Context: an optimization exercise on an open-source flow, tuned for small area, a short achievable clock period and few clock cycles per item. The choices shown serve that exercise and are no tape-out recipe. In this exercise RTL edits were held to simulation tests only and were not proved equivalent to the original.

[design/flow/run.sh]
#!/bin/bash
# synth_recipe.tcl (not shown) runs the flow's synth.tcl, then flattens the netlist and writes it again
# the make line also repeats each setting of config.mk as NAME=value (left out here)
make -C /OpenROAD-flow-scripts/flow DESIGN_CONFIG=/design/flow/config.mk WORK_HOME=/design/flow/orfs CLKGATE_MAP_FILE= SYNTH_SCRIPT=/design/flow/synth_recipe.tcl finish
[design/flow/config.mk]
export PLATFORM = sky130hd
export DESIGN_NAME = htv_amdem
export DESIGN_NICKNAME = htv_amdem
export VERILOG_FILES = /design/flow/design.v
export SDC_FILE = /design/flow/constraint.sdc
export NUM_CORES = 4
export LEC_CHECK = 0
export CAP_MARGIN = 20
export CORE_MARGIN = 2
export CORE_UTILIZATION = 40
export SLEW_MARGIN = 20
[design/flow/constraint.sdc]
create_clock -name core_clock -period 20.0 [get_ports {clk}]
set_input_delay 4.0000 -clock core_clock [delete_from_list [all_inputs] [get_ports {clk}]]
set_output_delay 4.0000 -clock core_clock [all_outputs]
set_load 0.01 [all_outputs]
[design/flow/design.v]
module htv_fmul (
    input  wire [31:0] a,
    input  wire [31:0] b,
    output reg  [31:0] z
);
    wire        sa = a[31];
    wire        sb = b[31];
    wire [7:0]  ea = a[30:23];
    wire [7:0]  eb = b[30:23];
    wire [22:0] fa = a[22:0];
    wire [22:0] fb = b[22:0];
    wire        sz = sa ^ sb;
    wire a_nan  = (ea == 8'hFF) && (fa != 0);
    wire b_nan  = (eb == 8'hFF) && (fb != 0);
    wire a_inf  = (ea == 8'hFF) && (fa == 0);
    wire b_inf  = (eb == 8'hFF) && (fb == 0);
    wire a_zero = (ea == 8'h00) && (fa == 0);
    wire b_zero = (eb == 8'h00) && (fb == 0);
    wire [23:0] ma = {ea != 0, fa};
    wire [23:0] mb = {eb != 0, fb};
    wire [9:0]  xa = (ea == 0) ? 10'd1 : {2'b00, ea};
    wire [9:0]  xb = (eb == 0) ? 10'd1 : {2'b00, eb};
    wire [47:0] p = ma * mb;
    reg  [5:0]  lead;
    integer     i;
    always @* begin
        lead = 6'd0;
        for (i = 0; i < 48; i = i + 1)
            if (p[i]) lead = i[5:0];
    end
    reg signed [10:0] e;        
    reg [47:0]        pn;       
    reg [47:0]        ps;       
    reg               sticky;
    reg [10:0]        rsh;
    reg [23:0]        mant;
    reg               g, st, rup;
    reg [31:0]        pk;
    integer           k;
    always @* begin
        pn = p << (6'd47 - lead);
        e  = $signed({1'b0, xa}) + $signed({1'b0, xb}) + $signed({5'b0, lead}) - 11'sd173;
        if (e < 11'sd1) begin
            rsh = 11'd1 - e;
            e   = 11'sd1;
        end else begin
            rsh = 11'd0;
        end
        if (rsh > 11'd48) rsh = 11'd48;
        ps     = pn >> rsh;
        sticky = 1'b0;
        for (k = 0; k < 48; k = k + 1)
            if (k < rsh && pn[k]) sticky = 1'b1;
        mant = ps[47:24];
        g    = ps[23];
        st   = (ps[22:0] != 0) || sticky;
        rup  = g && (st || mant[0]);
        pk = {1'b0, e[7:0] - 8'd1, 23'd0} + {8'd0, mant} + {31'd0, rup};
        if (a_nan || b_nan || (a_inf && b_zero) || (a_zero && b_inf))
            z = 32'h7FC00000;
        else if (a_inf || b_inf)
            z = {sz, 8'hFF, 23'd0};
        else if (a_zero || b_zero)
            z = {sz, 31'd0};
        else if (e > 11'sd254)
            z = {sz, 8'hFF, 23'd0};
        else
            z = {sz, pk[30:0]};
    end
endmodule
module htv_fadd (
    input  wire [31:0] a,
    input  wire [31:0] b,
    output reg  [31:0] z
);
    wire a_nan = (a[30:23] == 8'hFF) && (a[22:0] != 0);
    wire b_nan = (b[30:23] == 8'hFF) && (b[22:0] != 0);
    wire a_inf = (a[30:23] == 8'hFF) && (a[22:0] == 0);
    wire b_inf = (b[30:23] == 8'hFF) && (b[22:0] == 0);
    wire        swap = (b[30:0] > a[30:0]);
    wire [31:0] x = swap ? b : a;
    wire [31:0] y = swap ? a : b;
    wire [7:0]  ex = (x[30:23] == 0) ? 8'd1 : x[30:23];
    wire [7:0]  ey = (y[30:23] == 0) ? 8'd1 : y[30:23];
    wire [26:0] mx = {x[30:23] != 0, x[22:0], 3'b000};    
    wire [26:0] my = {y[30:23] != 0, y[22:0], 3'b000};
    wire [7:0]  d  = ex - ey;
    wire        sub = x[31] ^ y[31];
    reg [26:0] mys;
    reg        sh_st;
    reg [27:0] s;
    reg [9:0]  e;
    reg [4:0]  lz;
    reg [4:0]  sh;
    reg [23:0] mant;
    reg        g, st, rup;
    reg [31:0] pk;
    reg        zero_sign;
    integer    k;
    always @* begin
        if (d > 8'd26) begin
            mys   = 27'd0;
            sh_st = (my != 0);
        end else begin
            mys   = my >> d;
            sh_st = 1'b0;
            for (k = 0; k < 27; k = k + 1)
                if (k < d && my[k]) sh_st = 1'b1;
        end
        mys[0] = mys[0] | sh_st;
        s = sub ? ({1'b0, mx} - {1'b0, mys}) : ({1'b0, mx} + {1'b0, mys});
        e = {2'b00, ex};
        if (s[27]) begin
            s = {1'b0, s[27:2], s[1] | s[0]};
            e = e + 10'd1;
        end else begin
            lz = 5'd27;
            for (k = 0; k < 27; k = k + 1)
                if (s[k]) lz = 5'd26 - k[4:0];
            sh = (lz < e[4:0] || e > 10'd27) ? lz : (e[4:0] - 5'd1);
            if (lz == 5'd27) sh = 5'd0;
            s = s << sh;
            e = e - {5'd0, sh};
        end
        mant = s[26:3];
        g    = s[2];
        st   = s[1] | s[0];
        rup  = g && (st || mant[0]);
        pk = {1'b0, e[7:0] - 8'd1, 23'd0} + {8'd0, mant} + {31'd0, rup};
        zero_sign = x[31] & y[31];
        if (a_nan || b_nan || (a_inf && b_inf && (a[31] != b[31])))
            z = 32'h7FC00000;
        else if (a_inf)
            z = a;
        else if (b_inf)
            z = b;
        else if (s == 0)
            z = {zero_sign, 31'd0};
        else if (e > 10'd254)
            z = {x[31], 8'hFF, 23'd0};
        else
            z = {x[31], pk[30:0]};
    end
endmodule
module htv_amdem (
    input  wire        clk,
    input  wire        rst,
    input  wire        in_valid,
    output wire        in_ready,
    input  wire [31:0] in_i,
    input  wire [31:0] in_q,
    output wire        out_valid,
    input  wire        out_ready,
    output reg  [31:0] out_mag
);
    localparam [2:0] S_IDLE = 3'd0,
                     S_SQI  = 3'd1,
                     S_SQQ  = 3'd2,
                     S_SUM  = 3'd3,
                     S_ROOT = 3'd4,
                     S_PACK = 3'd5,
                     S_DONE = 3'd6;
    reg [2:0]  state;
    reg [31:0] xi, xq;        
    reg [31:0] pi;            
    reg [31:0] pq;            
    wire [31:0] mul_a = (state == S_SQI) ? xi : xq;
    wire [31:0] mul_z, add_z;
    htv_fmul u_mul (.a(mul_a), .b(mul_a), .z(mul_z));
    htv_fadd u_add (.a(pi), .b(pq), .z(add_z));
    reg         special;      
    reg [31:0]  special_z;
    reg [7:0]   rexp;         
    reg [49:0]  rad;          
    reg [26:0]  rem;          
    reg [24:0]  root;         
    reg [4:0]   step;
    reg  [4:0]  lz;
    reg  [23:0] m;
    reg  signed [9:0] e;      
    reg  [24:0] m2;
    reg  signed [9:0] e2;
    integer     k;
    always @* begin
        lz = 5'd0;
        for (k = 0; k < 23; k = k + 1)
            if (add_z[k]) lz = 5'd22 - k[4:0];
        if (add_z[30:23] == 8'd0) begin
            m = {1'b0, add_z[22:0]} << (lz + 5'd1);
            e = -10'sd126 - $signed({5'd0, lz}) - 10'sd1;
        end else begin
            m = {1'b1, add_z[22:0]};
            e = $signed({2'b00, add_z[30:23]}) - 10'sd127;
        end
        if (e[0]) begin
            m2 = {m, 1'b0};
            e2 = e - 10'sd1;
        end else begin
            m2 = {1'b0, m};
            e2 = e;
        end
    end
    wire [28:0] trial = {rem, rad[49:48]};
    wire [28:0] sub   = {2'b00, root, 2'b01};
    wire        fits  = (trial >= sub);
    assign in_ready  = (state == S_IDLE);
    assign out_valid = (state == S_DONE);
    always @(posedge clk) begin
        if (rst) begin
            state <= S_IDLE;
        end else begin
            case (state)
                S_IDLE: if (in_valid) begin
                    xi <= in_i;
                    xq <= in_q;
                    state <= S_SQI;
                end
                S_SQI: begin pi <= mul_z; state <= S_SQQ; end
                S_SQQ: begin pq <= mul_z; state <= S_SUM; end
                S_SUM: begin
                    rem  <= 27'd0;
                    root <= 25'd0;
                    step <= 5'd0;
                    rad  <= {m2, 25'd0};
                    rexp <= e2[8:1] + 8'd127;
                    special <= 1'b1;
                    if (add_z[30:23] == 8'hFF && add_z[22:0] != 0)
                        special_z <= 32'h7FC00000;           
                    else if (add_z[30:0] == 0)
                        special_z <= add_z;                  
                    else if (add_z[31])
                        special_z <= 32'h7FC00000;           
                    else if (add_z[30:23] == 8'hFF)
                        special_z <= 32'h7F800000;           
                    else
                        special <= 1'b0;
                    state <= S_ROOT;
                end
                S_ROOT: begin
                    if (fits) begin
                        rem  <= trial[26:0] - sub[26:0];
                        root <= {root[23:0], 1'b1};
                    end else begin
                        rem  <= trial[26:0];
                        root <= {root[23:0], 1'b0};
                    end
                    rad  <= {rad[47:0], 2'b00};
                    step <= step + 5'd1;
                    if (step == 5'd24) state <= S_PACK;
                end
                S_PACK: begin
                    if (special)
                        out_mag <= special_z;
                    else
                        out_mag <= {1'b0, rexp - 8'd1, 23'd0} + {8'd0, root[24:1]} + {31'd0, root[0]};
                    state <= S_DONE;
                end
                S_DONE: if (out_ready) state <= S_IDLE;
                default: state <= S_IDLE;
            endcase
        end
    end
endmodule
==> qor.txt <==
Status -> finished clean
DRT Pass-1 Iters -> 9
Largest net degree at the start of global routing -> 81
Worst Tran Pin Value -> 1.07 ns
Deepest clock path buffer count -> 3
FP Rows -> 132
Reg2reg path depth -> 76
Slew HR -> 0.282
Crit-path max FO -> 36
Ys async rst share -> 0
Routed vias -> 51,400
TritonCTS Buffers -> 36
Crit path largest cell delay -> 0.61 ns
Fin area -> 0.0573 sq mm
# placed instances -> 8,193
Hold_buf cts -> 0
P&R area growth vs syn -> 9.63%
Max Clock Freq -> 0.0526 GHz
# clock sinks -> 281
RSZ-0062 raised after global routing -> no
Post-Synthesis Cells -> 6,444
Die Area -> 0.134 sq mm
Most frequent CP cell -> nor2_1
CTS H-tree depth -> 2
Placed inst area -> 0.0560 sq mm
Worst R2R End -> rad[46]
Hold path depth -> 2
Worst-Skew Late Latency -> 0.62 ns
Core area -> 0.130 sq mm
Worst hold path endpoint -> out_mag[15]
WP data arrival -> 19.41 ns
Ys flop type -> edfxtp_1
Worst R2R Start -> pi[12]
Top-area cell type share of the netlist area -> 0.164
# setup viols final -> 0
Max_cap viols -> 0
Post-synth cell types -> 133
Max Slew Vio Count -> 0
Yosys warning total -> 3
DR iter-0 viols -> 5,461
CP bufs+invs -> 7
Worst min-delay path class -> reg -> reg
DRC -> 0
Total Neg Setup Slack -> 0 ns
Nets@finish -> 7,288
Hpwl dp -> 163,000 um
Grt ovf -> 0
Routed wire length -> 206,000 um
Seq cells post-synth -> 281
Initial core utilization -> 0.403
Drt wl/cell -> 24.9 um
Worst Skew -> 0.0487 ns
Initial antenna violation count -> 4
Seq/Total Area, Yosys -> 0.161
Final worst path period share -> 0.951
WP data required -> 20.38 ns
First-pass GRT wire length -> 313,000 um
Tmin final -> 19.03 ns
Synth area leaders -> fa_1 16%, edfxtp_1 16%, ha_1 7.2%
Crit path max-delay family -> compound AO/OA/AOI/OAI gates
Die X-Extent -> 365 um
Layout cells sized above 1 -> 0.0830
Final Non-Filler Cells -> 8,261
IO Pins -> 102
Hold Fails Final Rpt -> 0
Vias in the first global route -> 50,400
CTS tree -> built
Post-synth EDFFs -> 278
CP endpoint kind -> flop
All-Layer GR Usage -> 0.305
Clock transition at path regs -> 0.06 ns
Mean Syn Cell Area -> 8.11 sq um
Synth Cell Area -> 0.0523 sq mm
RD Place Congestion -> 0.988
ANT nets after route -> 0
Port Buffers -> 99
DIE HEIGHT -> 365 um
R2r setup slk -> 0.97 ns
Post-synth top area cell -> fa_1
Nature of the critical path startpoint -> flop
Worst path slowest cell -> a311oi_1
DR vias/cell -> 6.23
WS Path Type -> reg -> reg
Root Buffer -> clkbuf_16
HP Start -> special_z[15]
repair_timing:
item                       CTS  global route
setup buffers                0             2
setup endpoints to repair    0            65
resized for setup            0            16
cell usage in the layout (no fill, tap or decap), types with 65 or more instances in the layout:
cell type        synthesis  final
ha_1                   302    301
a211oi_1                81     79
a21oi_1                309    305
o22ai_1                 68     68
nor3_1                 193    186
nand3_1                216    216
edfxtp_1               278    278
a31oi_1                 90     90
nor2_1                 685    678
fa_1                   427    427
o211ai_1                89     89
inv_1                  674    673
xnor2_1                137    135
a21o_1                  74     74
xor2_1                  75     74
mux2i_1                205    197
buf_4                    8    225
o21ai_0                343    342
nand2_1                590    587
nand4_1                 65     65
clkdlybuf4s50_1          0     99
area by class of cell:
type                       instances  area [sq um]
tap                             1742          2180
clock buffer                      40           916
fill                           13100         72400
timing repair buffer             327          2740
clock inverter                    25           269
multi-input combinational       5159         40200
antenna                            1          2.50
inverter                         686          2570
sequential                       281          8410
stage by stage:
stage	setup WS (ns)	hold slack [ns]	util
after floorplan	1.73	0.495	-
final	0.972	0.526	0.442
after global placement	0.575	0.512	0.432
after detailed placement	0.464	0.519	0.432
after global routing	0.0456	0.559	0.442
after CTS	0.352	0.525	0.441
state kept, by name (all words and copies together), names as in the netlist:
signal and cells:
out_mag 32, pi 31, pq 31, rad 25
rem 27, rexp 8, root 25, special 1
special_z 31, state 3, step 5, xi 31
xq 31
per-layer routing:
layer	vias up	share of wire	wire, um	track usage
li1	23300	-	-	-
met1	25200	0.41	84300	0.397
met2	2453	0.46	94300	0.500
met3	511	0.083	17100	0.0502
met4	2	0.048	9880	0.129
met5	-	0.000063	13	0
worst max-delay path by stage:
stage                     cells past startpoint      end      from
after global placement                       64   pi[22]  state[0]
after floorplan                              76   pi[22]  state[2]
final                                        76  rad[46]    pi[12]
after CTS                                    68   pi[22]  state[0]
after detailed placement                     65   pi[22]  state[0]
after global routing                         80  rad[46]    pi[13]
worst min-delay path, stage by stage, from the launching register on:
cell and delay [ns]:
edfxtp_1 0.32, nand2_1 0.05, o21ai_0 0.06
Yosys cell counts (36+ instances only):
library cell and instances:
ha_1 302, fa_1 427, a31oi_1 90, o31ai_1 36, xnor2_1 137, a21o_1 74
or3_1 42, a221oi_1 42, xor2_1 75, a211oi_1 81, o21ai_0 343, clkbuf_1 225
and2_1 62, nor3_1 193, nand4_1 65, edfxtp_1 278, nand3_1 216, o211ai_1 89
nand2_1 590, nand2b_1 49, o21a_1 43, mux2i_1 205, buf_1 45, mux2_2 60
a21boi_0 37, a21oi_1 309, mux4_2 36, nor4_1 63, o22ai_1 68, nor2_1 685
buf_2 52, and3_1 59, inv_1 674
cell families after synthesis:
family	synth area share
simple gates	0.200
compound gates	0.220
buf+inv	0.0766
fa+ha+maj	0.236
mux	0.0694
flops	0.161
xor+xnor	0.0365
other cells	0.0000717
Testbench counts, summed over its fixed seeds: cycles 99,200, samples 3,200.

==> what the ideal ports hide <==
Ports are ideal in the flow. The routed layout listed here was re-timed in OpenROAD. Step 1 (the two cells are an assumption about what drives the block):
set clk [get_ports {clk}]
set_driving_cell -lib_cell sky130_fd_sc_hd__clkbuf_16 $clk
set_driving_cell -lib_cell sky130_fd_sc_hd__buf_2 [delete_from_list [all_inputs] $clk]
Step 2 times the ports against the registers' clock, not the clock port: input delays grow and output delays shrink by t, the midpoint of the rising clock arrivals with the driver on. a / b / c = ideal ports / drivers / drivers and shift; a / b = the first two.
t (ns): 0.675
setup slack, ns: 0.972 / 0.972 / 0.972
cell pins on the clock port's net: 1
After both steps setup and hold are still met in this run. The setup slack of this run moves by 0.000 ns with the drivers and by 0.000 ns with both steps.
